Source: an optimization exercise on an open RTL-to-GDS flow (aim: small area, a short achievable clock period and few clock cycles). Production flows keep margins and buffers that such runs may drop. Where RTL was checked, it was by simulation tests only, not by an equivalence proof against the original. The RTL of runs 1 and 4 to 7 was laid out without a check of its function. Power figures rest on the tool's default switching activity, not on a simulated workload.

<file path="design.v">
module rlec_chan_enc (
    input  wire        clk,
    input  wire        rst_n,
    input  wire        in_valid,
    output wire        in_ready,
    input  wire [31:0] in_data,
    input  wire        in_last,
    output reg         out_valid,
    input  wire        out_ready,
    output reg  [31:0] out_data,
    output reg  [1:0]  out_kind,
    output reg         out_last
);
    localparam NS = 15;                     
    localparam [1:0] O_IDLE = 2'd0, O_DC = 2'd1, O_TAB = 2'd2, O_RUN = 2'd3;
    function [31:0] norm;
        input [31:0] v;
        norm = (v == 32'h80000000) ? 32'h0 : v;
    endfunction
    function [1:0] cmp31;
        input [30:0] a, b;
        reg [31:0] l, e;
        integer w, i;
        begin
            l = {1'b0, ~a & b};
            e = {1'b1, ~(a ^ b)};
            for (w = 1; w < 32; w = w * 2)
                for (i = 0; i < 32; i = i + 2 * w) begin
                    l[i] = l[i + w] | (e[i + w] & l[i]);
                    e[i] = e[i + w] & e[i];
                end
            cmp31 = {l[0], e[0]};
        end
    endfunction
    function [1:0] kcmp;
        input [31:0] a, b;
        reg [1:0] m;
        begin
            m = cmp31(a[30:0], b[30:0]);
            case ({a[31], b[31]})
                2'b00: kcmp = {m[1], m[0]};
                2'b01: kcmp = 2'b00;
                2'b10: kcmp = 2'b10;
                default: kcmp = {~m[1] & ~m[0], m[0]};
            endcase
        end
    endfunction
    function [3:0] enc15;
        input [NS-1:0] oh;
        integer e;
        begin
            enc15 = 4'd0;
            for (e = 0; e < NS; e = e + 1)
                if (oh[e]) enc15 = enc15 | e[3:0];
        end
    endfunction
    function [1:0] fa;
        input a, b, c;
        fa = {(a & b) | (a & c) | (b & c), a ^ b ^ c};
    endfunction
    function [3:0] pop15;
        input [14:0] b;
        reg [1:0] x0, x1, x2, x3, x4, y0, y1, y2, y3, z0, z1, z2, t0;
        begin
            x0 = fa(b[0],  b[1],  b[2]);       
            x1 = fa(b[3],  b[4],  b[5]);
            x2 = fa(b[6],  b[7],  b[8]);
            x3 = fa(b[9],  b[10], b[11]);
            x4 = fa(b[12], b[13], b[14]);
            y0 = fa(x0[0], x1[0], x2[0]);      
            y1 = fa(x3[0], x4[0], 1'b0);
            y2 = fa(x0[1], x1[1], x2[1]);      
            y3 = fa(x3[1], x4[1], 1'b0);
            z0 = fa(y0[0], y1[0], 1'b0);       
            z1 = fa(y0[1], y1[1], y2[0]);      
            z2 = fa(y3[0], z0[1], 1'b0);       
            t0 = fa(z1[0], z2[0], 1'b0);
            pop15 = {1'b0, z0[0]} + {t0, 1'b0} +
                    {({1'b0, z1[1]} + {1'b0, z2[1]}) + ({1'b0, y2[1]} + {1'b0, y3[1]}), 2'b00};
        end
    endfunction
    reg [31:0]   val   [0:NS-1];    
    reg [NS-1:0] valid_l;           
    reg [NS-1:0] valid_o;           
    reg [3:0]    cnt   [0:NS-1];    
    reg [3:0]    rank_l[0:NS-1];    
    reg [3:0]    rank_o[0:NS-1];    
    reg [3:0]    nd_l;              
    reg [4:0]    occ;               
    reg [31:0]   dc_l, dc_o;
    reg [3:0]    run_sl [0:NS-1];   
    reg [3:0]    run_so [0:NS-1];   
    reg [14:1]   rst_l;             
    reg [3:0]    lpos;              
    reg [3:0]    ridx;              
    reg [NS-1:0] prevh;             
    reg          ir;
    reg          bfirst;            
    reg          vR, fR, lR;
    reg  [31:0]  xR;
    wire         in_fire = in_valid & ir;
    assign in_ready = ir;
    reg          l_has;             
    reg          l_done;            
    reg  [1:0]   ophase;
    wire         o_idle = (ophase == O_IDLE);
    reg          cv, cac, clast, cfa, afa, calloc;
    reg [NS-1:0] ch, clt;
    reg          dv, dac, dlast;
    reg [NS-1:0] dh, dinc, dahead;
    wire l_ready = l_done | (dv & dlast);
    wire hand    = l_has & l_ready & o_idle;
    wire cA      = vR & (~fR | ~l_has | hand);
    wire acA     = vR & ~fR;                  
    reg [NS-1:0] eq, lt, freev, ns;
    reg          hit;
    integer j;
    always @(*) begin
        for (j = 0; j < NS; j = j + 1) begin
            {lt[j], eq[j]} = kcmp(val[j], xR);
            eq[j] = eq[j] & valid_l[j];
            freev[j] = ~valid_l[j] & ~valid_o[j];
        end
        hit = |eq;
        ns = freev & ~(freev - 1'b1);         
    end
    wire [NS-1:0] hsel  = hit ? eq : ns;
    wire          alloc = acA & ~hit;
    reg [3:0]    cp;
    reg [NS-1:0] inc_c, ahead_c;
    always @(*) begin
        cp = 4'd0;
        for (j = 0; j < NS; j = j + 1)
            if (ch[j]) cp = cp | cnt[j];
        for (j = 0; j < NS; j = j + 1) begin
            inc_c[j]   = valid_l[j] & ~ch[j] &
                         (((cnt[j] == cp) & ~clt[j]) | ((cnt[j] == cp - 4'd1) & clt[j]));
            ahead_c[j] = valid_l[j] & ~ch[j] &
                         ((cnt[j] > cp) | ((cnt[j] == cp) & clt[j]));
        end
    end
    wire       same  = |(ch & prevh);
    wire       rnew  = cfa | ~same;           
    wire [3:0] cslot = enc15(ch);
    wire [3:0] ridx_n = cfa ? 4'd0 : ridx + {3'd0, ~same};
    wire [3:0] lpos_n = cfa ? 4'd0 : lpos + 4'd1;
    wire [3:0] pc = pop15(dahead);
    reg  [3:0] rank_n [0:NS-1];
    always @(*) begin
        for (j = 0; j < NS; j = j + 1) begin
            rank_n[j] = rank_l[j];
            if (dv & dac) begin
                if (dh[j])        rank_n[j] = pc;
                else if (dinc[j]) rank_n[j] = rank_l[j] + 4'd1;
            end
        end
    end
    reg [3:0]    nd_o, k, nac_o, rpos;
    reg [14:1]   rm;                           
    reg          len1_o;
    wire         can_load = ~out_valid | out_ready;
    reg [NS-1:0] sel;
    reg [31:0]   tabv;
    reg [3:0]    code;
    reg [3:0]    nxt;
    always @(*) begin
        tabv = 32'd0;
        code = 4'd0;
        for (j = 0; j < NS; j = j + 1) begin
            sel[j] = valid_o[j] & (rank_o[j] == k);
            if (sel[j]) tabv = tabv | val[j];
            if (run_so[0] == j[3:0]) code = rank_o[j];
        end
        nxt = nac_o;
        for (j = 14; j >= 1; j = j - 1)
            if (rm[j]) nxt = j[3:0];
    end
    wire [14:1] rm_low = rm & ~(rm - 1'b1);
    wire [3:0]  rlen   = nxt - rpos;
    wire        rlast  = ~|rm;
    wire        o_load = ~hand & can_load & ~o_idle;
    wire       vR_n     = in_fire | (vR & ~cA);
    wire       fR_n     = in_fire ? bfirst : fR;
    wire       bfirst_n = in_fire ? in_last : bfirst;
    wire       l_has_n  = (l_has & ~hand) | (cA & fR);
    wire       l_done_n = (l_done | (dv & dlast)) & ~hand;
    wire       l_rdy_n  = l_done_n | (cv & clast);
    wire       o_idle_n = o_idle & ~hand;
    wire       hand_n   = l_has_n & l_rdy_n & o_idle_n;
    wire       commit_n = ~fR_n | ~l_has_n | hand_n;
    wire [4:0] occ_b    = occ + {4'd0, cv & calloc} + {4'd0, acA} + {4'd0, vR_n & ~fR_n};
    wire       ir_n     = (~vR_n | commit_n) & (bfirst_n | (occ_b <= 5'd14));
    wire [4:0] ofree    = (ophase == O_TAB && o_load) ? 5'd1 : 5'd0;
    always @(posedge clk) begin
        if (!rst_n) begin
            ir <= 1'b0; bfirst <= 1'b1; vR <= 1'b0;
            l_has <= 1'b0; l_done <= 1'b0;
            cv <= 1'b0; dv <= 1'b0;
            valid_l <= {NS{1'b0}}; valid_o <= {NS{1'b0}};
            nd_l <= 4'd0; occ <= 5'd0;
            ophase <= O_IDLE;
            out_valid <= 1'b0;
        end else begin
            ir <= ir_n;
            bfirst <= bfirst_n;
            vR <= vR_n;
            l_has  <= l_has_n;
            l_done <= l_done_n;
            cv <= cA;
            dv <= cv;
            if (hand) begin
                valid_l <= {NS{1'b0}};
                nd_l <= 4'd0;
            end else begin
                if (alloc) valid_l <= valid_l | ns;
                if (cv & calloc) nd_l <= nd_l + 4'd1;
            end
            occ <= occ + {4'd0, cv & calloc} - ofree;
            if (out_valid & out_ready) out_valid <= 1'b0;
            if (hand) begin
                valid_o <= valid_l;
                if (can_load) begin
                    out_valid <= 1'b1;
                    ophase    <= (nd_l == 4'd0) ? O_IDLE : O_TAB;
                end else begin
                    ophase    <= O_DC;
                end
            end else if (o_load) begin
                out_valid <= 1'b1;
                case (ophase)
                    O_DC:  ophase <= len1_o ? O_IDLE : O_TAB;
                    O_TAB: begin
                        valid_o <= valid_o & ~sel;
                        if (k + 4'd1 == nd_o) ophase <= O_RUN;
                    end
                    default: if (rlast) ophase <= O_IDLE;
                endcase
            end
        end
    end
    integer q;
    always @(posedge clk) begin
        if (in_fire) begin
            xR <= norm(in_data);
            fR <= bfirst;
            lR <= in_last;
        end
        if (cA & fR) dc_l <= xR;
        for (j = 0; j < NS; j = j + 1) begin
            if (acA & ns[j]) begin
                val[j] <= xR;
                cnt[j] <= 4'd1;
            end
            if (acA & eq[j]) cnt[j] <= cnt[j] + 4'd1;
        end
        if (cA) afa <= fR;             
        cac    <= acA;
        calloc <= alloc;
        clast  <= lR;
        cfa    <= afa;
        ch     <= hsel;
        clt    <= lt;
        dac    <= cac;
        dlast  <= clast;
        dh     <= ch;
        dinc   <= inc_c;
        dahead <= ahead_c;
        if (cv & cac) begin
            prevh <= ch;
            ridx  <= ridx_n;
            lpos  <= lpos_n;
            if (rnew) run_sl[ridx_n] <= cslot;
            if (cfa) rst_l <= 14'd0;
            else if (~same) rst_l[lpos_n] <= 1'b1;
        end
        for (j = 0; j < NS; j = j + 1) rank_l[j] <= rank_n[j];
        if (hand) begin
            for (j = 0; j < NS; j = j + 1) begin
                rank_o[j] <= rank_n[j];
                run_so[j] <= run_sl[j];
            end
            nd_o   <= nd_l;
            nac_o  <= lpos + 4'd1;
            rm     <= rst_l;
            rpos   <= 4'd0;
            len1_o <= (nd_l == 4'd0);
            dc_o   <= dc_l;
            k      <= 4'd0;
            if (can_load) begin
                out_data <= dc_l;
                out_kind <= 2'd0;
                out_last <= (nd_l == 4'd0);
            end
        end else if (o_load) begin
            case (ophase)
                O_DC: begin
                    out_data <= dc_o;
                    out_kind <= 2'd0;
                    out_last <= len1_o;
                end
                O_TAB: begin
                    out_data <= tabv;
                    out_kind <= 2'd1;
                    out_last <= 1'b0;
                    k        <= k + 4'd1;
                end
                default: begin
                    out_data <= {12'd0, code, 12'd0, rlen};
                    out_kind <= 2'd2;
                    out_last <= rlast;
                    for (q = 0; q < NS - 1; q = q + 1) run_so[q] <= run_so[q+1];
                    rm   <= rm & ~rm_low;
                    rpos <= nxt;
                end
            endcase
        end
    end
endmodule
</file>
<file path="run.sh">
#!/bin/bash
# synth_recipe.tcl (not shown) runs the flow's synth.tcl, then flattens the netlist and writes it again
# the make line also repeats each setting of config.mk as NAME=value (left out here)
make -C /OpenROAD-flow-scripts/flow DESIGN_CONFIG=/design/flow/config.mk WORK_HOME=/design/flow/orfs CLKGATE_MAP_FILE= SYNTH_SCRIPT=/design/flow/synth_recipe.tcl finish
</file>
<file path="constraint.sdc">
create_clock -name core_clock -period 10.0 [get_ports {clk}]
set_input_delay 2.0000 -clock core_clock [delete_from_list [all_inputs] [get_ports {clk}]]
set_output_delay 2.0000 -clock core_clock [all_outputs]
set_load 0.01 [all_outputs]
</file>
<file path="config.mk">
export PLATFORM = sky130hd
export DESIGN_NAME = rlec_chan_enc
export DESIGN_NICKNAME = rlec_chan_enc
export VERILOG_FILES = /design/flow/design.v
export SDC_FILE = /design/flow/constraint.sdc
export NUM_CORES = 4
export LEC_CHECK = 0
export ABC_CLOCK_PERIOD_IN_PS = 4000
export CAP_MARGIN = 20
export CORE_MARGIN = 2
export CORE_UTILIZATION = 40
export SETUP_SLACK_MARGIN = 5
export SLEW_MARGIN = 20
</file>
==> metrics.yaml, run 1 <==
floorplan:
  core_sq_mm: 0.146
  num_rows: 140
  ios: 74
  initial_core_util: 0.403
  die_area_sq_mm: 0.150
  die_h_um: 387
  die_w_um: 387
timing:
  setup_violations: 0
  final.period_utilization: 0.432
  clock_skew_ns: 0.0342
  drv_slew: 0
  finalSetupTns_ns: 0
  fmax_ghz: 0.231
  rsz0062_at_grt: "no"
  hold_viol: 0
  period_needed_ns: 4.32
  worst_slew_pin_slew_ns: 1.21
  finalWorstSetupSlack_ns: 5.68
  relSlewSlack: 0.187
logic_synthesis:
  synth_top_area_frac: 0.466
  syn_area_per_cell_sq_um: 11.2
  synth.cell_area_sq_mm: 0.0588
  seq_area_frac_synth: 0.534
  synth_commonest_cells: "edfxtp_1 (913), inv_1 (592), ha_1 (589), nand2_1 (415), nor2_1 (277)"
  post_synth_num_cell_types: 86
  synth_flop_cell: "edfxtp_1"
  ys_ff_latch: 1112
  synth-edff-count: 913
  synth_fp_nets: 5892
  ys_warn_count: 7
  synth_most_common_cell: "edfxtp_1"
  yosysTopAreaCell: "edfxtp_1"
  synthCells: 5255
  ys_async_sr_fraction: 0
  synth_area_leaders: "edfxtp_1 (47%), ha_1 (13%), dfxtp_1 (6.8%)"
worst_setup_path:
  worstSetupPathType: "flop to flop"
  cp_data_arrival_time_ns: 4.91
  r2r_end: "rst_l[9]"
  worstPathRequired_ns: 10.59
  reg2reg_from: "lpos[0]"
  startpoint_type: "flop"
  critPathCaptureType: "flop"
  startpoint: "lpos[0]"
  critPathCapture: "rst_l[9]"
  worstPathMaxFanout: 7
  r2r_slack_ns: 5.68
  reg2regPathDepth: 14
cts:
  clkLatencyLatePin_ns: 0.77
  clock_path_buffers: 3
  cts_tree: "built"
  path_clk_slew_ns: 0.06
  post_cts_buffers: 0
  holdBufCountCts: 0
  root_buffer: "clkbuf_16"
  cts.sinks: 1112
  cts_resized: 0
  htreeDepth: 3
  numCtsBuffers: 117
flow_run:
  maxCapViolations: 0
hold_path:
  min_from: "lR"
  min_path_type: "flop to flop"
detailed_routing:
  num_vias: 43800
  drtIter0Drc: 5609
  postRouteAntennaNets: 0
  post_drt_wl_per_cell_um: 26.3
  drtPass1Iterations: 7
  viasPerCell: 5.93
  routed_wl_um: 195000
  drc: 0
placement:
  dp.cells: 7164
  pre_cts_slack_ns: 5.59
  dp_hpwl_um: 134000
  numPortBuffers: 73
  gp_congestion: 0.963
pwr:
  p_leak_nw: 25.6
  clkPwrFrac: 0.448
  power.density_mw_per_mm2: 151
  p_int_mw: 7.68
  vdd_ir_drop_max_v: 0.000130
  switchingPower_mw: 2.29
  p_sw_frac: 0.229
  pwr-share-seq: 0.505
  comb_power_share: 0.047
final_layout:
  drive_gt1_frac: 0.0715
  stdcell_count: 7387
  finalNetCount: 6004
  areaGrowthSynthToFinish_pct: 12.1
  fillCellCount: 13500
run_status:
  outcome: "no timing/DRC/antenna violations"
grt:
  antenna_found_initial: 7
  grt.total_usage: 0.253
  grt_max_degree: 119
  grt_pass1_wl_um: 283000
  grt_pass1_vias: 41300
  gr-total-overflow: 0
==> state kept, by name, indices dropped and copies added, names as in the netlist, 5 cells and up <==
| register | count |
|---|---|
| dinc | 15 |
| ch | 15 |
| run_sl | 60 |
| occ | 5 |
| dc_l | 32 |
| prevh | 15 |
| valid_o | 15 |
| rank_o | 60 |
| xR | 32 |
| rst_l | 14 |
| valid_l | 15 |
| out_data | 32 |
| val | 480 |
| run_so | 60 |
| rank_l | 60 |
| dahead | 15 |
| dc_o | 32 |
| rm | 14 |
| dh | 15 |
| clt | 15 |
| cnt | 60 |
==> stage by stage <==
| step | instance area (sq um) | utilization | power, mW | hold slack, ns |
|---|---|---|---|---|
| global route | 65900 | 0.452 | 10.2 | 0.361 |
| detailed placement | 61900 | 0.425 | 5.59 | 0.334 |
| CTS | 65900 | 0.452 | 10.0 | 0.346 |
| global placement | 61900 | 0.425 | 5.58 | 0.329 |
| finish | 65900 | 0.452 | 9.97 | 0.344 |
| floorplan | 58800 | - | 5.42 | 0.323 |
==> cell type report <==
cell class	count	area (sq um)	area share
Clock buffer	147	3270	0.0496
Tap cell	1917	2400	0.0364
Inverter	592	2230	0.0338
Clock inverter	74	661	0.0100
Multi-Input combinational cell	3366	24400	0.370
Sequential cell	1112	31400	0.477
Timing Repair Buffer	178	1520	0.0231
Antenna cell	1	2.50	0.0000380
==> metal layers <==
layer | wire, um | track usage
met5 | 34 | 0
met4 | 10900 | 0.124
met3 | 16900 | 0.0451
met2 | 85500 | 0.385
met1 | 81300 | 0.348
==> power groups by stage <==
stage / clock network (mW) / registers [mW] / logic, mW
2_1_floorplan: 0 / 5.15 / 0.268
3_3_place_gp: 0 / 5.13 / 0.447
3_5_place_dp: 0 / 5.13 / 0.455
4_1_cts: 4.52 / 5.03 / 0.459
5_1_grt: 4.69 / 5.03 / 0.513
6_report: 4.47 / 5.03 / 0.469
==> cell usage in the layout (no fill, tap or decap), types with 17 or more instances in the layout <==
cell type / n
edfxtp_1: 913
ha_1: 589
inv_1: 579
nand2_1: 413
nor2_1: 271
o21ai_0: 232
dfxtp_1: 199
a22oi_1: 188
a21oi_1: 187
nand4_1: 184
nand3_1: 180
clkbuf_16: 122
buf_4: 105
xor2_1: 101
xnor2_1: 81
nor3_1: 73
clkdlybuf4s50_1: 73
a21o_1: 65
o22ai_1: 63
nor4_1: 54
nand2b_1: 51
a211oi_1: 44
and3_1: 42
and2_1: 37
a222oi_1: 34
a221oi_1: 33
o211ai_1: 32
clkinv_2: 25
nor2b_1: 24
mux2i_1: 24
or3_1: 23
a31oi_1: 23
a32oi_1: 22
or2_2: 19
a221o_1: 18
o21a_1: 17
==> kinds of logic after synthesis <==
logic type      Yosys count  share of synthesized area
mux                      34                    0.00734
compound gates         1092                      0.126
fa+ha+maj               600                      0.129
flops                  1112                      0.534
simple gates           1455                      0.123
xor+xnor                185                     0.0278
buf+inv                 777                     0.0528
==> worst min-delay path by stage <==
| stage | end | cells after the start | slack, ns |
|---|---|---|---|
| after global placement | dac | 0 | 0.33 |
| final | clast | 0 | 0.34 |
| after CTS | clast | 0 | 0.35 |
| after global routing | clast | 0 | 0.36 |
| after floorplan | cfa | 0 | 0.32 |
| after detailed placement | dac | 0 | 0.33 |
==> worst max-delay path: stages, from the launching register on <==
cell      delay (ns)
edfxtp_1        0.48
ha_1            0.26
xor2_1          0.19
nor2b_1         0.44
xor2_2          0.19
or3_1           0.41
inv_1           0.07
ha_1            0.26
or4b_1          0.55
or4_1           0.42
a21oi_1         0.19
inv_1           0.07
nor4_1          0.36
nand2_1         0.15
o22ai_1         0.14
==> inputs of run 2 (changes only) <==
--- a/design.v
+++ b/design.v
@@ -60,12 +60,12 @@
     endfunction
     function [3:0] pop15;
-        input [14:0] b;
+        input [4:0] s, c;
         reg [1:0] x0, x1, x2, x3, x4, y0, y1, y2, y3, z0, z1, z2, t0;
         begin
-            x0 = fa(b[0],  b[1],  b[2]);       
-            x1 = fa(b[3],  b[4],  b[5]);
-            x2 = fa(b[6],  b[7],  b[8]);
-            x3 = fa(b[9],  b[10], b[11]);
-            x4 = fa(b[12], b[13], b[14]);
+            x0 = {c[0], s[0]};
+            x1 = {c[1], s[1]};
+            x2 = {c[2], s[2]};
+            x3 = {c[3], s[3]};
+            x4 = {c[4], s[4]};
             y0 = fa(x0[0], x1[0], x2[0]);      
             y1 = fa(x3[0], x4[0], 1'b0);
@@ -93,4 +93,5 @@
     reg [14:1]   rst_l;             
     reg [3:0]    lpos;              
+    reg [14:0]   lposh;             
     reg [3:0]    ridx;              
     reg [NS-1:0] prevh;             
@@ -108,5 +109,6 @@
     reg [NS-1:0] ch, clt;
     reg          dv, dac, dlast;
-    reg [NS-1:0] dh, dinc, dahead;
+    reg [NS-1:0] dh, dinc;
+    reg [4:0]    dps, dpc;          
     wire l_ready = l_done | (dv & dlast);
     wire hand    = l_has & l_ready & o_idle;
@@ -145,5 +147,11 @@
     wire [3:0] ridx_n = cfa ? 4'd0 : ridx + {3'd0, ~same};
     wire [3:0] lpos_n = cfa ? 4'd0 : lpos + 4'd1;
-    wire [3:0] pc = pop15(dahead);
+    wire [14:0] lposh_n = cfa ? 15'd1 : {lposh[13:0], 1'b0};
+    wire [3:0] pc = pop15(dps, dpc);
+    reg  [4:0] ps_c, pcy_c;
+    always @(*) begin
+        for (j = 0; j < 5; j = j + 1)
+            {pcy_c[j], ps_c[j]} = fa(ahead_c[3*j], ahead_c[3*j+1], ahead_c[3*j+2]);
+    end
     reg  [3:0] rank_n [0:NS-1];
     always @(*) begin
@@ -265,12 +273,13 @@
         dh     <= ch;
         dinc   <= inc_c;
-        dahead <= ahead_c;
+        dps    <= ps_c;
+        dpc    <= pcy_c;
         if (cv & cac) begin
             prevh <= ch;
             ridx  <= ridx_n;
             lpos  <= lpos_n;
+            lposh <= lposh_n;
             if (rnew) run_sl[ridx_n] <= cslot;
-            if (cfa) rst_l <= 14'd0;
-            else if (~same) rst_l[lpos_n] <= 1'b1;
+            rst_l <= cfa ? 14'd0 : rst_l | (lposh_n[14:1] & {14{~same}});
         end
         for (j = 0; j < NS; j = j + 1) rank_l[j] <= rank_n[j];
==> flow/run.sh (new file) <==
#!/bin/bash
# The standard layout, with ORFS's timing repair aimed at 6.0 ns of setup
# slack instead of 0 (the clock period and constraints are unchanged).
set -euo pipefail
bash standard.sh synth > synth.log 2>&1
SETUP_SLACK_MARGIN=6.0 bash standard.sh > layout.log 2>&1
==> standard.sh (new file) <==
#!/bin/bash
# synth_recipe.tcl (not shown) runs the flow's synth.tcl, then flattens the netlist and writes it again
# the make line also repeats each setting of config.mk as NAME=value (left out here)
make -C /OpenROAD-flow-scripts/flow DESIGN_CONFIG=/design/flow/config.mk WORK_HOME=/design/flow/orfs CLKGATE_MAP_FILE= SYNTH_SCRIPT=/design/flow/synth_recipe.tcl "${@:-finish}"
--- a/config.mk
+++ b/config.mk
@@ -6,8 +6,6 @@
 export NUM_CORES = 4
 export LEC_CHECK = 0
-export ABC_CLOCK_PERIOD_IN_PS = 4000
 export CAP_MARGIN = 20
 export CORE_MARGIN = 2
 export CORE_UTILIZATION = 40
-export SETUP_SLACK_MARGIN = 5
 export SLEW_MARGIN = 20
removed: run.sh
==> metrics.yaml, run 2 <==
logic_synthesis:
  synthCells: 5198
  ys_ff_latch: 1121
  syn_area_per_cell_sq_um: 11.3
  synth_fp_nets: 5827
  yosysTopAreaCell: "edfxtp_1"
  synth.cell_area_sq_mm: 0.0588
  ys_warn_count: 7
  synth_most_common_cell: "edfxtp_1"
  synth-edff-count: 927
  post_synth_num_cell_types: 99
  synth_area_leaders: "edfxtp_1 (47%), ha_1 (12%), dfxtp_1 (6.6%)"
  synth_commonest_cells: "edfxtp_1 (927), ha_1 (581), inv_1 (569), nand2_1 (432), nor2_1 (282)"
  seq_area_frac_synth: 0.539
  synth_flop_cell: "edfxtp_1"
  synth_top_area_frac: 0.473
  ys_async_sr_fraction: 0
timing:
  worst_slew_pin_slew_ns: 1.25
  final.period_utilization: 0.400
  fmax_ghz: 0.250
  clock_skew_ns: 0.0378
  relSlewSlack: 0.158
  finalWorstSetupSlack_ns: 6.00
  hold_viol: 0
  rsz0062_at_grt: "no"
  drv_slew: 0
  finalSetupTns_ns: 0
  setup_violations: 0
  whs_ns: 0.342
  period_needed_ns: 4.00
cts:
  cts.sinks: 1121
  numCtsBuffers: 120
  clkLatencyLatePin_ns: 0.77
  root_buffer: "clkbuf_16"
  clock_path_buffers: 3
  path_clk_slew_ns: 0.06
  cts_tree: "built"
  htreeDepth: 3
detailed_routing:
  postRouteAntennaNets: 0
  drtPass1Iterations: 6
  drc: 0
  post_drt_wl_per_cell_um: 26.7
  routed_wl_um: 195000
  num_vias: 43200
  drtIter0Drc: 4991
  viasPerCell: 5.90
worst_setup_path:
  crit_buf_inv: 1
  worstSetupPathType: "flop to flop"
  cp_slowest_cell: "a2111oi_1"
  r2r_slack_ns: 6.00
  worstPathMaxFanout: 31
  reg2reg_from: "xR[19]"
  critPathCaptureType: "flop"
  crit_chain: "buf_4, ha_1, a2111oi_0, o21ai_1, a311oi_1, nor2_1, a2111oi_1, mux2i_1, a21oi_1"
  worstPathRequired_ns: 10.60
  cp_top_family: "compound AO/OA/AOI/OAI gates"
  startpoint_type: "flop"
  slowest_delay_ns: 0.96
  cp_data_arrival_time_ns: 4.59
  startpoint: "xR[19]"
placement:
  gp_congestion: 0.964
  dp_hpwl_um: 135000
  place_area_sq_mm: 0.0618
  numPortBuffers: 73
  pre_cts_slack_ns: 5.59
pwr:
  vdd_ir_drop_max_v: 0.000144
  power.density_mw_per_mm2: 155
  p_leak_nw: 25.5
floorplan:
  initial_core_util: 0.403
  die_w_um: 388
  die_area_sq_mm: 0.150
  die_h_um: 388
  core_sq_mm: 0.146
  ios: 74
  num_rows: 140
final_layout:
  regMostFlops: "val"
  layout.area.seq_sq_mm: 0.0317
  fillCellCount: 13300
  layout_common_cells: "edfxtp_1 (927), ha_1 (581), inv_1 (558), nand2_1 (430), nor2_1 (278)"
  multi_input_area_sq_mm: 0.0241
  final_common_cell: "edfxtp_1"
  areaGrowthSynthToFinish_pct: 12.1
  largest_reg_flops: 480
  stdcell_area_sq_mm: 0.0659
  drive_gt1_frac: 0.0731
  finalNetCount: 5929
grt:
  gr-total-overflow: 0
  antenna_found_initial: 5
  grt_max_degree: 117
  grt.total_usage: 0.254
  grt_pass1_vias: 41300
  grt_pass1_wl_um: 281000
flow_run:
  maxCapViolations: 0
run_status:
  outcome: "no timing/DRC/antenna violations"
hold_path:
  min_path_type: "flop to flop"
  min_from: "lR"
[run 2: cell type report]
class	count	share of cell area
inverter	571	0.0326
timing repair buffer	175	0.0229
multi-input combinational	3311	0.365
sequential	1121	0.481
clock inverter	63	0.00977
antenna	3	0.000114
clock buffer	164	0.0518
tap	1917	0.0364
[run 2: logic make-up (layout without fill, tap and decap cells)]
logic type	count (synthesis)	in the layout	synth area share
mux	34	34	0.00717
flops	1121	1121	0.539
xor+xnor	178	178	0.0266
other cells	0	3	0
buf+inv	766	973	0.0542
fa+ha+maj	592	592	0.127
compound gates	1112	1112	0.129
simple gates	1395	1395	0.116
[run 2: final timing paths]
kind	end	cells after the start
min	clast	0
max reg2reg	clt[11]	9
min reg2reg	clast	0
max	clt[11]	9
[run 2: through the flow]
step,std cells,power (mW),utilization
detailed placement,7095,5.66,0.424
global route,7322,10.5,0.452
finish,7325,10.2,0.452
global placement,7095,5.65,0.424
floorplan,5198,5.48,-
CTS,7322,10.2,0.452
[run 2: worst reg2reg max path, stage by stage, from the launching register on]
cell       delay (ns)
edfxtp_1         0.33
buf_4            0.39
ha_1             0.36
a2111oi_0        0.61
o21ai_1          0.15
a311oi_1         0.29
nor2_1           0.13
a2111oi_1        0.96
mux2i_1          0.18
a21oi_1          0.43
[run 2: report_power, final]
part	total [mW]	internal [mW]	switching, mW
clock	4.62	2.67	1.95
sequential	5.08	5.05	0.0235
combinational	0.491	0.175	0.315
total	10.2	7.90	2.29
[run 2: what timing repair did]
| action | in CTS | in global routing |
|---|---|---|
| hold endpoints to repair | 0 | 0 |
| endpoints found under the setup margin | 0 | 1 |
| setup buffers | 0 | 0 |
| hold buffers | 0 | 0 |
| gates resized for setup | 0 | 1 |
[run 2: per-layer routing]
layer	routed length, um	GRT usage	part of all wire
met5	28	0	0.00014
met4	10500	0.117	0.054
met3	17100	0.0472	0.087
met2	88100	0.402	0.45
met1	79700	0.338	0.41
Testbench counts of run 2, summed over its fixed seeds: cycles 10,409.
==> inputs of run 3 (changes only) <==
==> flow/run.sh (replaced) <==
#!/bin/bash
# The standard layout, with ORFS's timing repair aimed at 6.5 ns of setup
# slack instead of 0 (the clock period and constraints are unchanged).
set -euo pipefail
bash standard.sh synth > synth.log 2>&1
SETUP_SLACK_MARGIN=6.5 bash standard.sh > layout.log 2>&1
==> metrics.yaml, run 3 <==
floorplan:
  die_h_um: 388
  core_sq_mm: 0.146
  initial_core_util: 0.403
  die_area_sq_mm: 0.150
  ios: 74
  num_rows: 140
  die_w_um: 388
worst_setup_path:
  cp_data_arrival_time_ns: 1.56
  cp_slowest_cell: "edfxtp_1"
  critPathCaptureType: "output port"
  crit_buf_inv: 1
  startpoint_type: "flop"
  worstPathMaxFanout: 1
  slowest_delay_ns: 0.56
  cp_top_family: "flip-flops"
  worstPathRequired_ns: 8.00
  worstSetupPathType: "flop to output port"
  crit_chain: "buf_2"
logic_synthesis:
  synth.cell_area_sq_mm: 0.0588
  ys_warn_count: 7
  seq_area_frac_synth: 0.539
  ys_async_sr_fraction: 0
  synth_fp_nets: 5827
  synth_area_leaders: "edfxtp_1 (47%), ha_1 (12%), dfxtp_1 (6.6%)"
  post_synth_num_cell_types: 99
  ys_ff_latch: 1121
  synth-edff-count: 927
  synth_most_common_cell: "edfxtp_1"
  yosysTopAreaCell: "edfxtp_1"
  synth_commonest_cells: "edfxtp_1 (927), ha_1 (581), inv_1 (569), nand2_1 (432), nor2_1 (282)"
  synthCells: 5198
  synth_top_area_frac: 0.473
  synth_flop_cell: "edfxtp_1"
  syn_area_per_cell_sq_um: 11.3
cts:
  clkLatencyLatePin_ns: 0.79
  clock_path_buffers: 3
  path_clk_slew_ns: 0.06
  root_buffer: "clkbuf_16"
  numCtsBuffers: 119
  cts_tree: "built"
  holdBufCountCts: 0
  htreeDepth: 3
  cts.sinks: 1121
detailed_routing:
  routed_wl_um: 200000
  drtIter0Drc: 4764
  num_vias: 43700
  postRouteAntennaNets: 0
  viasPerCell: 5.94
  post_drt_wl_per_cell_um: 27.1
  drtPass1Iterations: 6
  drc: 0
final_layout:
  utilization: 0.458
  areaGrowthSynthToFinish_pct: 13.6
  largest_reg_flops: 480
  stdcell_count: 7356
  drive_gt1_frac: 0.0938
  regMostFlops: "val"
  finalNetCount: 5960
  layout_common_cells: "edfxtp_1 (927), ha_1 (579), inv_1 (557), nand2_1 (430), nor2_1 (268)"
  fillCellCount: 13400
  final_common_cell: "edfxtp_1"
run_status:
  outcome: "no timing/DRC/antenna violations"
placement:
  numPortBuffers: 73
  dp_hpwl_um: 136000
  pre_cts_slack_ns: 5.63
  dp.cells: 7096
  gp_congestion: 0.981
timing:
  relSlewSlack: 0.188
  setup_violations: 0
  drv_slew: 0
  fmax_ghz: 0.281
  period_needed_ns: 3.56
  finalSetupTns_ns: 0
  clock_skew_ns: 0.0461
  worst_slew_pin_slew_ns: 1.21
  rsz0062_at_grt: "yes"
  finalWorstSetupSlack_ns: 6.44
  hold_viol: 0
  final.period_utilization: 0.356
pwr:
  power.density_mw_per_mm2: 157
  vdd_ir_drop_max_v: 0.000156
  finalPower_mw: 10.5
  p_leak_nw: 25.8
flow_run:
  maxCapViolations: 0
hold_path:
  min_path_type: "flop to flop"
grt:
  grt.total_usage: 0.259
  grt_pass1_wl_um: 287000
  gr-total-overflow: 0
  grt_pass1_vias: 42200
  antenna_found_initial: 9
  grt_max_degree: 71
==> run 3: cell count changes in the layout (fill, tap and decap cells not counted), moves of 12 or more <==
cell             change
buf_2               +13
buf_6               +14
clkbuf_1            -19
clkdlybuf4s50_1     -36
dlygate4sd2_1       +12
nor4_1              -19
nor4_2              +15
==> run 3: logic make-up after synthesis <==
| group | synth area share |
|---|---|
| AO/OA/AOI/OAI | 0.129 |
| AND/OR/NAND/NOR | 0.116 |
| buffers and inverters | 0.0542 |
| flip-flops | 0.539 |
| XOR/XNOR | 0.0266 |
| multiplexers | 0.00717 |
| adder cells (fa/ha/maj) | 0.127 |
==> run 3: layout make-up <==
cell class / instances / area, sq um / area share
Antenna cell: 4 / 10.0 / 0.000150
Clock buffer: 148 / 3390 / 0.0507
Clock inverter: 77 / 986 / 0.0148
Inverter: 571 / 2160 / 0.0324
Multi-Input combinational cell: 3314 / 24400 / 0.365
Sequential cell: 1121 / 31700 / 0.475
Tap cell: 1917 / 2400 / 0.0359
Timing Repair Buffer: 203 / 1740 / 0.0260
Timing Repair inverter: 1 / 8.76 / 0.000131
==> run 3: power breakdown <==
| part | total [mW] | leakage (nW) | internal, mW | switching (mW) |
|---|---|---|---|---|
| Combinational | 0.492 | 13.7 | 0.181 | 0.311 |
| Clock | 4.91 | 2.15 | 2.90 | 2.01 |
| Sequential | 5.08 | 9.98 | 5.05 | 0.0299 |
==> run 3: final timing paths <==
kind                                    from            to  slack [ns]  cells after the start
worst max register to register          k[1]  out_data[19]        6.48                      9
worst min-delay path                     afa           cfa        0.34                      0
worst min register to register           afa           cfa        0.34                      0
worst max-delay path            out_data[16]  out_data[16]        6.44                      1
==> run 3: metrics by stage <==
stage | hold slack, ns | area, sq um
3_5_place_dp | 0.328 | 61900
4_1_cts | 0.342 | 66400
5_1_grt | 0.346 | 66800
2_1_floorplan | 0.323 | 58900
6_report | 0.340 | 66800
3_3_place_gp | 0.328 | 61900
==> run 3: repair_timing <==
| item | in CTS | in global routing |
|---|---|---|
| setup endpoints to repair | 274 | 218 |
| cloned | 2 | 2 |
| pin swaps | 5 | 10 |
| resized for setup | 129 | 32 |
| buffers inserted | 6 | 20 |
==> run 3: metal layers <==
metal / part of all wire / vias to the layer above / GRT usage
li1: - / 19600 / -
met3: 0.092 / 497 / 0.0556
met5: 0.00014 / - / 0
met1: 0.40 / 21500 / 0.337
met2: 0.45 / 2158 / 0.408
met4: 0.059 / 4 / 0.132
==> inputs of run 4 (changes only) <==
--- a/design.v
+++ b/design.v
@@ -20,15 +20,15 @@
     function [1:0] cmp31;
         input [30:0] a, b;
-        reg [31:0] l, e;
+        reg [31:0] d, v;
         integer w, i;
         begin
-            l = {1'b0, ~a & b};
-            e = {1'b1, ~(a ^ b)};
+            d = {1'b0, a ^ b};
+            v = {1'b0, b};
             for (w = 1; w < 32; w = w * 2)
                 for (i = 0; i < 32; i = i + 2 * w) begin
-                    l[i] = l[i + w] | (e[i + w] & l[i]);
-                    e[i] = e[i + w] & e[i];
+                    v[i] = d[i + w] ? v[i + w] : v[i];
+                    d[i] = d[i + w] | d[i];
                 end
-            cmp31 = {l[0], e[0]};
+            cmp31 = {d[0] & v[0], ~d[0]};
         end
     endfunction
==> flow/run.sh (replaced) <==
#!/bin/bash
# The standard layout, with ORFS's timing repair aimed at 7.0 ns of setup
# slack instead of 0 (the clock period and constraints are unchanged).
set -euo pipefail
bash standard.sh synth > synth.log 2>&1
SETUP_SLACK_MARGIN=7.0 bash standard.sh > layout.log 2>&1
==> metrics.yaml, run 4 <==
floorplan:
  initial_core_util: 0.404
  die_h_um: 382
  core_sq_mm: 0.142
  ios: 74
  die_w_um: 382
  num_rows: 138
  die_area_sq_mm: 0.146
cts:
  clkLatencyLatePin_ns: 0.79
  htreeDepth: 3
  numCtsBuffers: 118
  root_buffer: "clkbuf_16"
  path_clk_slew_ns: 0.06
  clock_path_buffers: 3
  holdBufCountCts: 0
  cts_tree: "built"
  cts.sinks: 1121
logic_synthesis:
  synth_mux_area_frac: 0.00982
  synth_compound_area_frac: 0.123
  synth_adder_area_share: 0.0614
  synth_commonest_cells: "edfxtp_1 (927), nand2_1 (377), xnor2_1 (339), nor2_1 (262), xor2_1 (211)"
  syn_area_per_cell_sq_um: 11.5
  synth_top_area_frac: 0.486
  synth_area_leaders: "edfxtp_1 (49%), dfxtp_1 (6.8%), xnor2_1 (5.2%)"
  synth_top_family_by_area: "simple AND/OR/NAND/NOR gates"
  yosysTopAreaCell: "edfxtp_1"
  synth_most_common_cell: "edfxtp_1"
  synth_flop_cell: "edfxtp_1"
  synth-xor-area-share: 0.0842
  synth-edff-count: 927
  ys_ff_latch: 1121
  synth.cell_area_sq_mm: 0.0572
  synth_fp_nets: 5147
  ys_async_sr_fraction: 0
  seq_area_frac_synth: 0.554
  ys_warn_count: 7
  synthSimpleGateAreaFrac: 0.135
  synthCells: 4983
  post_synth_num_cell_types: 91
final_layout:
  largest_reg_flops: 480
  regMostFlops: "val"
  finalNetCount: 5420
  final_common_cell: "edfxtp_1"
  antennaDiodeCount: 0
  fillCellCount: 12400
  multi_input_area_sq_mm: 0.0258
  utilization: 0.488
  areaGrowthSynthToFinish_pct: 20.8
  layout.area.seq_sq_mm: 0.0318
  stdcell_count: 7248
  layout_common_cells: "edfxtp_1 (927), nand2_1 (364), xnor2_1 (331), buf_4 (248), nor2_1 (223)"
  drive_gt1_frac: 0.182
hold_path:
  min_path_type: "flop to flop"
grt:
  grt_max_degree: 71
  grt.total_usage: 0.268
  gr-total-overflow: 0
  grt_pass1_vias: 41400
  grt_pass1_wl_um: 289000
  antenna_found_initial: 2
pwr:
  p_sw_frac: 0.228
  clkPwrFrac: 0.445
  pwr-share-seq: 0.499
  p_int_mw: 7.85
  vdd_ir_drop_max_v: 0.000188
  comb_power_share: 0.056
  finalPower_mw: 10.2
  power.density_mw_per_mm2: 147
  p_leak_nw: 23.0
  switchingPower_mw: 2.32
timing:
  fmax_ghz: 0.296
  hold_viol: 0
  final.period_utilization: 0.338
  rsz0062_at_grt: "yes"
  setup_violations: 0
  finalWorstSetupSlack_ns: 6.62
  finalSetupTns_ns: 0
  clock_skew_ns: 0.0499
  worst_slew_pin_slew_ns: 1.08
  relSlewSlack: 0.283
  drv_slew: 0
  period_needed_ns: 3.38
flow_run:
  maxCapViolations: 0
worst_setup_path:
  crit_buf_inv: 1
  worstPathRequired_ns: 8.00
  cp_top_family: "flip-flops"
  cp_data_arrival_time_ns: 1.38
  worstPathMaxFanout: 1
  slowest_delay_ns: 0.44
  worstSetupPathType: "flop to output port"
  crit_chain: "buf_2"
  cp_slowest_cell: "edfxtp_1"
  critPathCaptureType: "output port"
  startpoint_type: "flop"
placement:
  dp_hpwl_um: 129000
  numPortBuffers: 73
  gp_congestion: 0.997
  pre_cts_slack_ns: 5.47
  dp.cells: 6773
detailed_routing:
  post_drt_wl_per_cell_um: 28.3
  num_vias: 44300
  drc: 0
  viasPerCell: 6.11
  postRouteAntennaNets: 0
  routed_wl_um: 205000
  drtPass1Iterations: 8
  drtIter0Drc: 5793
run_status:
  outcome: "no timing/DRC/antenna violations"
## run 4: final cells by class
cell class / instances / share of cell area
well taps: 1890 / 0.0342
inverters: 169 / 0.0114
clock buffers: 139 / 0.0453
repair buffers: 428 / 0.0648
repair inverters: 1 / 0.000109
clock inverters: 83 / 0.0115
multi-input cells: 3417 / 0.373
flip-flops and latches: 1121 / 0.460
## run 4: worst register-to-register path, stage by stage, from the launching register on
cell and delay, ns:
edfxtp_1 0.50, buf_12 0.20, xnor2_2 0.14, nand4_1 0.19, or4_4 0.59, or4_4 0.47, or2_4 0.29, o2111a_2 0.31
nand4_4 0.24, o21ai_1 0.13
## run 4: metrics by stage
stage	instance area [sq um]	hold WS, ns
after floorplan	57400	0.323
after global placement	60200	0.327
after detailed placement	60200	0.338
after CTS	66900	0.357
after global routing	69200	0.364
final	69200	0.355
## run 4: routing by layer
layer | track usage | wire length [um] | share of wire
met2 | 0.417 | 92200 | 0.45
met1 | 0.357 | 80800 | 0.39
met4 | 0.135 | 12000 | 0.059
met3 | 0.0511 | 19800 | 0.097
met5 | 0 | 13 | 0.000063
## run 4: kinds of logic after synthesis
family,count (synthesis)
multiplexers,49
AND/OR/NAND/NOR,1490
XOR/XNOR,550
AO/OA/AOI/OAI,1013
adder cells (fa/ha/maj),311
buffers and inverters,449
flip-flops,1121
## run 4: worst paths after layout
path	slack [ns]	from	end	cells after the start
max reg2reg	6.85	xR[11]	ch[4]	9
min reg2reg	0.35	cac	dac	0
min	0.35	cac	dac	0
max	6.62	out_data[0]	out_data[0]	1
## run 4: repair_timing
| action | 4_1_cts | 5_1_grt |
|---|---|---|
| resized for setup | 535 | 239 |
| setup buffers | 111 | 114 |
| gates cloned | 15 | 13 |
| setup endpoints to repair | 874 | 523 |
| pin swaps | 63 | 106 |
## run 4: power groups by stage
| stage | Clock (mW) | Sequential [mW] | Combinational, mW |
|---|---|---|---|
| global placement | 0 | 5.17 | 0.437 |
| global route | 4.75 | 5.07 | 0.599 |
| floorplan | 0 | 5.17 | 0.285 |
| CTS | 4.57 | 5.08 | 0.514 |
| finish | 4.53 | 5.07 | 0.570 |
| detailed placement | 0 | 5.18 | 0.444 |
==> inputs of run 5 (changes only) <==
--- a/design.v
+++ b/design.v
@@ -95,5 +95,5 @@
     reg [14:0]   lposh;             
     reg [3:0]    ridx;              
-    reg [NS-1:0] prevh;             
+    reg [3:0]    prevs;             
     reg          ir;
     reg          bfirst;            
@@ -142,7 +142,7 @@
         end
     end
-    wire       same  = |(ch & prevh);
-    wire       rnew  = cfa | ~same;           
     wire [3:0] cslot = enc15(ch);
+    wire       same  = (cslot == prevs);
+    wire       rnew  = cfa | ~same;           
     wire [3:0] ridx_n = cfa ? 4'd0 : ridx + {3'd0, ~same};
     wire [3:0] lpos_n = cfa ? 4'd0 : lpos + 4'd1;
@@ -276,5 +276,5 @@
         dpc    <= pcy_c;
         if (cv & cac) begin
-            prevh <= ch;
+            prevs <= cslot;
             ridx  <= ridx_n;
             lpos  <= lpos_n;
==> metrics.yaml, run 5 <==
grt:
  grt_max_degree: 77
  gr-usage-met2: 0.404
  grt_use_met1: 0.357
  grt_pass1_vias: 41500
  grt.total_usage: 0.265
  antenna_found_initial: 7
  gr-usage-met3: 0.0495
  grt_pass1_wl_um: 286000
  gr-total-overflow: 0
  busiest_layer: "met2"
timing:
  clock_skew_ns: 0.0501
  relSlewSlack: 0.283
  period_needed_ns: 3.48
  worst_slew_pin_slew_ns: 1.07
  hold_viol: 0
  drv_slew: 0
  setup_violations: 0
  rsz0062_at_grt: "yes"
  finalWorstSetupSlack_ns: 6.52
  fmax_ghz: 0.287
  finalSetupTns_ns: 0
  final.period_utilization: 0.348
logic_synthesis:
  synth-edff-count: 916
  seq_area_frac_synth: 0.550
  synthCells: 4993
  yosysTopAreaCell: "edfxtp_1"
  ys_async_sr_fraction: 0
  synth_top_area_frac: 0.482
  synth_commonest_cells: "edfxtp_1 (916), nand2_1 (410), xnor2_1 (293), xor2_1 (267), nor2_1 (241)"
  synth_flop_cell: "edfxtp_1"
  ys_warn_count: 7
  synth_area_leaders: "edfxtp_1 (48%), dfxtp_1 (6.8%), xnor2_1 (4.5%)"
  synth_most_common_cell: "edfxtp_1"
  synth.cell_area_sq_mm: 0.0571
  synth_fp_nets: 5157
  ys_ff_latch: 1110
  post_synth_num_cell_types: 91
  syn_area_per_cell_sq_um: 11.4
worst_setup_path:
  startpoint_type: "flop"
  path_depth: 1
  startpoint: "out_data[18]"
  worstSetupPathType: "flop to output port"
  critPathCapture: "out_data[18]"
  crit_buf_inv: 1
  slowest_delay_ns: 0.52
  r2r_slack_ns: 6.72
  crit_chain: "buf_6"
  cp_slowest_cell: "edfxtp_1"
  reg2reg_from: "cnt[11][0]"
  cp_top_family: "flip-flops"
  worstPathMaxFanout: 1
  r2r_end: "dps[0]"
  cp_data_arrival_time_ns: 1.48
  worstPathRequired_ns: 8.00
  reg2regPathDepth: 13
  critPathCaptureType: "output port"
cts:
  clkLatencyLatePin_ns: 0.79
  cts_tree: "built"
  htreeDepth: 3
  holdBufCountCts: 0
  root_buffer: "clkbuf_16"
  numCtsBuffers: 121
  clock_path_buffers: 3
  path_clk_slew_ns: 0.06
  cts.sinks: 1110
run_status:
  outcome: "no timing/DRC/antenna violations"
detailed_routing:
  drtPass1Iterations: 8
  post_drt_wl_per_cell_um: 28.1
  postRouteAntennaNets: 0
  num_vias: 44400
  viasPerCell: 6.10
  drc: 0
  routed_wl_um: 205000
  drtIter0Drc: 5540
floorplan:
  die_h_um: 382
  initial_core_util: 0.403
  num_rows: 138
  die_w_um: 382
  core_sq_mm: 0.142
  ios: 74
  die_area_sq_mm: 0.146
hold_path:
  min_path_type: "flop to flop"
  timing.hold.worst_path_depth: 0
placement:
  pre_cts_slack_ns: 5.63
  gp_congestion: 0.936
  dp_hpwl_um: 127000
  numPortBuffers: 73
pwr:
  vdd_ir_drop_max_v: 0.000172
  p_leak_nw: 23.9
  power.density_mw_per_mm2: 146
final_layout:
  areaGrowthSynthToFinish_pct: 22.9
  layout_common_cells: "edfxtp_1 (916), nand2_1 (386), xnor2_1 (282), xor2_1 (250), buf_4 (223)"
  regMostFlops: "val"
  final_common_cell: "edfxtp_1"
  largest_reg_flops: 480
  drive_gt1_frac: 0.202
  finalNetCount: 5449
flow_run:
  maxCapViolations: 0
==> run 5: cells by family (layout without fill, tap and decap cells) <==
logic type / Yosys count / in the layout / synth area share
adders and majority gates: 301 / 301 / 0.0598
AOI/OAI and AO/OA: 1023 / 1023 / 0.124
DFF: 1110 / 1110 / 0.550
other: 0 / 3 / 0
buffers and inverters: 450 / 842 / 0.0339
muxes: 52 / 52 / 0.0115
and+or+nand+nor: 1497 / 1502 / 0.135
xor gates and xnor gates: 560 / 560 / 0.0859
==> run 5: worst min-delay path by stage <==
| stage | from | end | slack, ns |
|---|---|---|---|
| after floorplan | afa | cfa | 0.32 |
| after global placement | afa | cfa | 0.33 |
| after detailed placement | cac | dac | 0.34 |
| after CTS | lR | clast | 0.35 |
| after global routing | lR | clast | 0.35 |
| final | afa | cfa | 0.35 |
==> run 5: per-stage QoR <==
step	instances	power, mW	hold slack [ns]	util	area (sq um)
floorplan	4993	5.37	0.323	-	57400
global placement	6771	5.50	0.330	0.423	59900
detailed placement	6775	5.50	0.339	0.424	60000
CTS	7145	10.2	0.352	0.476	67400
global route	7281	10.5	0.354	0.496	70200
finish	7283	10.3	0.346	0.496	70200
==> run 5: what timing repair did <==
item / 4_1_cts / 5_1_grt
pin swaps: 77 / 153
setup buffers: 122 / 120
gates cloned: 20 / 15
gates resized for setup: 560 / 340
endpoints found under the setup margin: 915 / 545
==> run 5: final cells by class <==
class / instances / area, sq um
well taps: 1890 / 2360
fillers: 12400 / 71400
inverters: 175 / 787
flip-flops and latches: 1110 / 31400
repair inverters: 3 / 23.8
diodes: 3 / 7.51
clock inverters: 74 / 915
repair buffers: 436 / 4770
multi-input cells: 3438 / 26700
clock buffers: 154 / 3250
==> run 5: layer usage <==
metal | up-vias | part of all wire
met5 | - | 0.00018
met4 | 6 | 0.064
met3 | 641 | 0.095
met2 | 2552 | 0.44
met1 | 21900 | 0.40
li1 | 19300 | -
==> run 5: power by group <==
part           total (mW)  internal (mW)  switching, mW
Combinational       0.528          0.223          0.306
Clock                4.71           2.72           1.99
Sequential           5.02           4.99         0.0233
==> inputs of run 6 (changes only) <==
--- a/config.mk
+++ b/config.mk
@@ -8,4 +8,4 @@
 export CAP_MARGIN = 20
 export CORE_MARGIN = 2
-export CORE_UTILIZATION = 40
+export CORE_UTILIZATION = 60
 export SLEW_MARGIN = 20
==> metrics.yaml, run 6 <==
run_status:
  outcome: "no timing/DRC/antenna violations"
detailed_routing:
  post_drt_wl_per_cell_um: 29.6
  num_vias: 44600
  drc: 0
  drtIter0Drc: 6705
  routed_wl_um: 196000
  viasPerCell: 6.71
  postRouteAntennaNets: 0
  drtPass1Iterations: 7
placement:
  dp_hpwl_um: 121000
  pre_cts_slack_ns: 5.53
  gp_congestion: 0.976
  numPortBuffers: 73
grt:
  grt.total_usage: 0.385
  grt_pass1_vias: 41700
  grt_max_degree: 87
  gr-total-overflow: 0
  antenna_found_initial: 1
  grt_pass1_wl_um: 277000
worst_setup_path:
  crit_buf_inv: 1
  cp_slowest_cell: "edfxtp_1"
  cp_data_arrival_time_ns: 1.37
  worstPathRequired_ns: 8.00
  worstPathMaxFanout: 1
  slowest_delay_ns: 0.48
  startpoint_type: "flop"
  worstSetupPathType: "flop to output port"
  crit_chain: "buf_2"
  cp_top_family: "flip-flops"
  critPathCaptureType: "output port"
timing:
  fmax_ghz: 0.296
  hold_viol: 0
  clock_skew_ns: 0.0382
  finalSetupTns_ns: 0
  rsz0062_at_grt: "yes"
  drv_slew: 0
  worst_slew_pin_slew_ns: 1.21
  relSlewSlack: 0.181
  period_needed_ns: 3.37
  setup_violations: 0
  finalWorstSetupSlack_ns: 6.63
  final.period_utilization: 0.337
logic_synthesis:
  synth-edff-count: 916
  yosysTopAreaCell: "edfxtp_1"
  synthCells: 4993
  synth_flop_cell: "edfxtp_1"
  synth.cell_area_sq_mm: 0.0571
  ys_ff_latch: 1110
  post_synth_num_cell_types: 91
  ys_warn_count: 7
  synth_commonest_cells: "edfxtp_1 (916), nand2_1 (410), xnor2_1 (293), xor2_1 (267), nor2_1 (241)"
  ys_async_sr_fraction: 0
  synth_area_leaders: "edfxtp_1 (48%), dfxtp_1 (6.8%), xnor2_1 (4.5%)"
  synth_top_area_frac: 0.482
  synth_fp_nets: 5157
  seq_area_frac_synth: 0.550
  synth_most_common_cell: "edfxtp_1"
  syn_area_per_cell_sq_um: 11.4
pwr:
  power.density_mw_per_mm2: 147
  vdd_ir_drop_max_v: 0.000160
  p_leak_nw: 23.6
  finalPower_mw: 10.2
final_layout:
  layout_common_cells: "edfxtp_1 (916), nand2_1 (387), xnor2_1 (286), xor2_1 (262), buf_4 (218)"
  largest_reg_flops: 480
  final_common_cell: "edfxtp_1"
  regMostFlops: "val"
  finalNetCount: 5437
  utilization: 0.729
  drive_gt1_frac: 0.202
  areaGrowthSynthToFinish_pct: 20.8
flow_run:
  maxCapViolations: 0
floorplan:
  die_w_um: 313
  die_h_um: 313
  num_rows: 113
  initial_core_util: 0.603
  ios: 74
  core_sq_mm: 0.0947
  die_area_sq_mm: 0.0977
cts:
  holdBufCountCts: 0
  path_clk_slew_ns: 0.06
  htreeDepth: 3
  clkLatencyLatePin_ns: 0.73
  cts_tree: "built"
  numCtsBuffers: 117
  cts.sinks: 1110
  root_buffer: "clkbuf_16"
  clock_path_buffers: 3
hold_path:
  min_path_type: "flop to flop"
-- run 6: logic make-up (layout without fill, tap and decap cells) --
logic type,count (synthesis),count (layout),synth area share
compound gates,1023,1023,0.124
xor+xnor,560,560,0.0859
fa+ha+maj,301,301,0.0598
buf+inv,450,829,0.0339
flops,1110,1110,0.550
mux,52,52,0.0115
other cells,0,1,0
simple gates,1497,1502,0.135
-- run 6: cell type report --
cell class	count	area [sq um]
timing repair buffer	426	4430
tap	1265	1580
multi-input combinational	3438	26700
clock buffer	157	3360
fill	6567	25700
antenna	1	2.50
inverter	175	757
sequential	1110	31400
timing repair inverter	5	36.3
clock inverter	66	766
-- run 6: timing repair --
action | 4_1_cts | 5_1_grt
gates resized for setup | 599 | 289
pin swaps | 114 | 153
endpoints found under the setup margin | 938 | 545
gates cloned | 24 | 8
buffers inserted | 133 | 102
-- run 6: worst paths after layout --
| kind | from | endpoint | slack [ns] | cells after the start |
|---|---|---|---|---|
| worst max register to register | cnt[5][1] | dps[0] | 6.74 | 12 |
| worst min register to register | afa | cfa | 0.34 | 0 |
| worst min-delay path | afa | cfa | 0.34 | 0 |
| worst max-delay path | out_data[31] | out_data[31] | 6.63 | 1 |
-- run 6: through the flow --
step,cells,hold WS (ns),area [sq um]
2_1_floorplan,4993,0.323,57400
3_3_place_gp,6152,0.326,59200
3_5_place_dp,6152,0.329,59200
4_1_cts,6532,0.344,66800
5_1_grt,6642,0.351,69000
6_report,6643,0.345,69000
-- run 6: report_power, final --
group	switching, mW	leakage [nW]	internal [mW]
combinational	0.300	11.8	0.213
clock	1.90	2.01	2.74
sequential	0.0229	9.83	4.99
-- run 6: metal layers --
layer  GRT usage  share of wire  wire [um]  vias to the layer above
met4       0.218          0.063      12400                        0
met5           0              0          0                        -
met3      0.0847           0.11      22000                      610
met2       0.589           0.45      88200                     2855
met1       0.510           0.38      73800                    21800
li1            -              -          -                    19300
==> inputs of run 7 (changes only) <==
--- a/design.v
+++ b/design.v
@@ -85,5 +85,4 @@
     reg [3:0]    cnt   [0:NS-1];    
     reg [3:0]    rank_l[0:NS-1];    
-    reg [3:0]    rank_o[0:NS-1];    
     reg [3:0]    nd_l;              
     reg [4:0]    occ;               
@@ -91,4 +90,5 @@
     reg [3:0]    run_sl [0:NS-1];   
     reg [3:0]    run_so [0:NS-1];   
+    reg [NS-1:0] rconv;             
     reg [14:1]   rst_l;             
     reg [3:0]    lpos;              
@@ -170,13 +170,12 @@
     reg [NS-1:0] sel;
     reg [31:0]   tabv;
-    reg [3:0]    code;
+    wire [3:0]   code = run_so[0];
+    wire [3:0]   tslot = enc15(sel);
     reg [3:0]    nxt;
     always @(*) begin
         tabv = 32'd0;
-        code = 4'd0;
         for (j = 0; j < NS; j = j + 1) begin
-            sel[j] = valid_o[j] & (rank_o[j] == k);
+            sel[j] = valid_o[j] & (rank_l[j] == k);
             if (sel[j]) tabv = tabv | val[j];
-            if (run_so[0] == j[3:0]) code = rank_o[j];
         end
         nxt = nac_o;
@@ -286,5 +285,4 @@
         if (hand) begin
             for (j = 0; j < NS; j = j + 1) begin
-                rank_o[j] <= rank_n[j];
                 run_so[j] <= run_sl[j];
             end
@@ -296,4 +294,5 @@
             dc_o   <= dc_l;
             k      <= 4'd0;
+            rconv  <= {NS{1'b0}};
             if (can_load) begin
                 out_data <= dc_l;
@@ -313,4 +312,9 @@
                     out_last <= 1'b0;
                     k        <= k + 4'd1;
+                    for (j = 0; j < NS; j = j + 1)
+                        if (~rconv[j] & (run_so[j] == tslot)) begin
+                            run_so[j] <= k;
+                            rconv[j]  <= 1'b1;
+                        end
                 end
                 default: begin
--- a/config.mk
+++ b/config.mk
@@ -9,3 +9,4 @@
 export CORE_MARGIN = 2
 export CORE_UTILIZATION = 60
+export CTS_BUF_LIST = sky130_fd_sc_hd__clkbuf_8
 export SLEW_MARGIN = 20
==> metrics.yaml, run 7 <==
grt:
  antenna_found_initial: 14
  grt_pass1_vias: 41600
  grt_max_degree: 86
  gr-total-overflow: 0
  grt.total_usage: 0.401
  grt_pass1_wl_um: 284000
flow_run:
  maxCapViolations: 0
detailed_routing:
  num_vias: 44500
  postRouteAntennaNets: 0
  drc: 0
  drtIter0Drc: 6780
  post_drt_wl_per_cell_um: 30.8
  viasPerCell: 6.68
  routed_wl_um: 205000
  drtPass1Iterations: 7
placement:
  gp_congestion: 1.01
  dp.cells: 6036
  dp_hpwl_um: 124000
  numPortBuffers: 73
  place_area_sq_mm: 0.0585
  pre_cts_slack_ns: 5.15
pwr:
  vdd_ir_drop_max_v: 0.000140
  p_leak_nw: 23.7
  power.density_mw_per_mm2: 135
worst_setup_path:
  crit_buf_inv: 1
  crit_chain: "buf_2"
  critPathCaptureType: "output port"
  worstPathMaxFanout: 1
  cp_top_family: "flip-flops"
  worstSetupPathType: "flop to output port"
  worstPathRequired_ns: 8.00
  cp_data_arrival_time_ns: 1.59
  startpoint_type: "flop"
  slowest_delay_ns: 0.50
  cp_slowest_cell: "edfxtp_1"
final_layout:
  largest_reg_flops: 480
  final_common_cell: "edfxtp_1"
  areaGrowthSynthToFinish_pct: 19.9
  fillCellCount: 6537
  stdcell_count: 6670
  drive_gt1_frac: 0.210
  finalNetCount: 5425
  utilization: 0.726
  regMostFlops: "val"
  stdcell_area_sq_mm: 0.0679
  layout_common_cells: "edfxtp_1 (916), xnor2_1 (394), buf_4 (258), nor2_1 (250), xor2_1 (241)"
logic_synthesis:
  syn_area_per_cell_sq_um: 11.5
  synth.cell_area_sq_mm: 0.0566
  ys_warn_count: 6
  synth_flop_cell: "edfxtp_1"
  synth-edff-count: 916
  synth_fp_nets: 5081
  synth_top_area_frac: 0.486
  synth_commonest_cells: "edfxtp_1 (916), xnor2_1 (407), nor2_1 (291), xor2_1 (261), nand2_1 (260)"
  synth_area_leaders: "edfxtp_1 (49%), xnor2_1 (6.3%), dfxtp_1 (5.3%)"
  synth_most_common_cell: "edfxtp_1"
  seq_area_frac_synth: 0.539
  ys_ff_latch: 1065
  ys_async_sr_fraction: 0
  yosysTopAreaCell: "edfxtp_1"
  post_synth_num_cell_types: 98
  synthCells: 4918
floorplan:
  die_area_sq_mm: 0.0968
  ios: 74
  die_h_um: 311
  num_rows: 112
  die_w_um: 311
  initial_core_util: 0.605
  core_sq_mm: 0.0935
cts:
  holdBufCountCts: 0
  clock_path_buffers: 3
  cts.sinks: 1065
  clkLatencyLatePin_ns: 0.92
  path_clk_slew_ns: 0.06
  root_buffer: "clkbuf_8"
  htreeDepth: 4
  cts_tree: "built"
  numCtsBuffers: 177
timing:
  finalSetupTns_ns: 0
  drv_slew: 0
  clock_skew_ns: 0.0464
  hold_viol: 0
  setup_violations: 0
  final.period_utilization: 0.359
  relSlewSlack: 0.289
  finalWorstSetupSlack_ns: 6.41
  period_needed_ns: 3.59
  fmax_ghz: 0.278
  worst_slew_pin_slew_ns: 1.06
  rsz0062_at_grt: "yes"
run_status:
  outcome: "no timing/DRC/antenna violations"
hold_path:
  min_path_type: "flop to flop"
==> run 7: per-stage QoR <==
stage                     hold WS, ns  total power [mW]
after floorplan                 0.323              5.25
after global placement          0.326              5.39
after detailed placement        0.333              5.39
after CTS                       0.347              9.08
after global routing            0.343              9.38
final                           0.342              9.14
==> run 7: path summary, 6_finish.rpt <==
path / from / end / slack [ns] / cells past startpoint
setup / recovery: out_data[0] / out_data[0] / 6.41 / 1
hold / removal: lR / clast / 0.34 / 0
setup reg to reg: cnt[5][0] / dps[0] / 6.78 / 13
hold reg to reg: lR / clast / 0.34 / 0
==> run 7: kinds of logic after synthesis <==
kind of cell | Yosys count | share of synthesized area
AOI/OAI and AO/OA | 891 | 0.110
adders and majority gates | 342 | 0.0678
muxes | 53 | 0.00979
xor gates and xnor gates | 668 | 0.103
buffers and inverters | 486 | 0.0381
and+or+nand+nor | 1413 | 0.132
DFF | 1065 | 0.539
==> run 7: layer usage <==
metal / wire [um] / global-route usage / share of wire
met1: 74700 / 0.525 / 0.36
met3: 25600 / 0.0986 / 0.12
met4: 15600 / 0.237 / 0.076
met2: 89300 / 0.608 / 0.43
met5: 86 / 0 / 0.00042
==> run 7: report_power, final <==
group / internal [mW] / switching, mW / leakage (nW)
Sequential: 4.82 / 0.0298 / 9.69
Clock: 1.85 / 1.85 / 1.96
Combinational: 0.246 / 0.346 / 12.1
==> run 7: layout make-up <==
cell class                      count  area [sq um]  share of cell area
Multi-Input combinational cell   3371         26700               0.393
Tap cell                         1254          1570              0.0231
Timing Repair inverter              2          11.3            0.000166
Timing Repair Buffer              461          4940              0.0728
Antenna cell                        7          17.5            0.000258
Sequential cell                  1065         30600               0.450
Clock inverter                    137           697              0.0103
Inverter                          184           793              0.0117
Clock buffer                      189          2600              0.0383
==> run 7: what timing repair did <==
action | in CTS | in global routing
buffers inserted | 133 | 137
gates cloned | 13 | 18
setup endpoints to repair | 729 | 553
resized for setup | 560 | 311
pin swaps | 83 | 150

==> re-timing with driven ports <==
How much do the figures lean on ideal ports? The routed layouts below were timed once more, with nothing changed but the port constraints.
Step 1: set_driving_cell puts a clkbuf_16 on clk and a buf_2 on each other input, an assumption about the parent block.
Step 2 adds t to the input delays and takes it off the output delays; t is the mean of the earliest and latest rising clock arrival at the registers after step 1. Input paths then give back, and output paths get back, about the clock's delay inside the block.
a / b / c = no drivers / after step 1 / after step 2; a / b = the first two.
| run | t (ns) | setup WS [ns] | worst register clock-pin slew, ns |
|---|---|---|---|
| run 1 | 0.839 | 5.676 / 5.676 / 5.611 | 0.07 / 0.07 |
| run 2 | 0.830 | 6.004 / 5.947 / 5.565 | 0.07 / 0.07 |
| run 3 | 0.849 | 6.445 / 6.365 / 5.864 | 0.07 / 0.07 |
| run 4 | 0.837 | 6.616 / 6.543 / 6.231 | 0.07 / 0.07 |
| run 5 | 0.843 | 6.520 / 6.440 / 6.279 | 0.07 / 0.07 |
| run 6 | 0.786 | 6.625 / 6.553 / 6.244 | 0.07 / 0.07 |
| run 7 | 0.974 | 6.406 / 6.328 / 5.987 | 0.07 / 0.07 |
After both steps setup and hold are still met in every run listed. For run 3, which loses most, drivers alone change the setup slack by -0.080 ns; drivers and shift together by -0.581 ns.
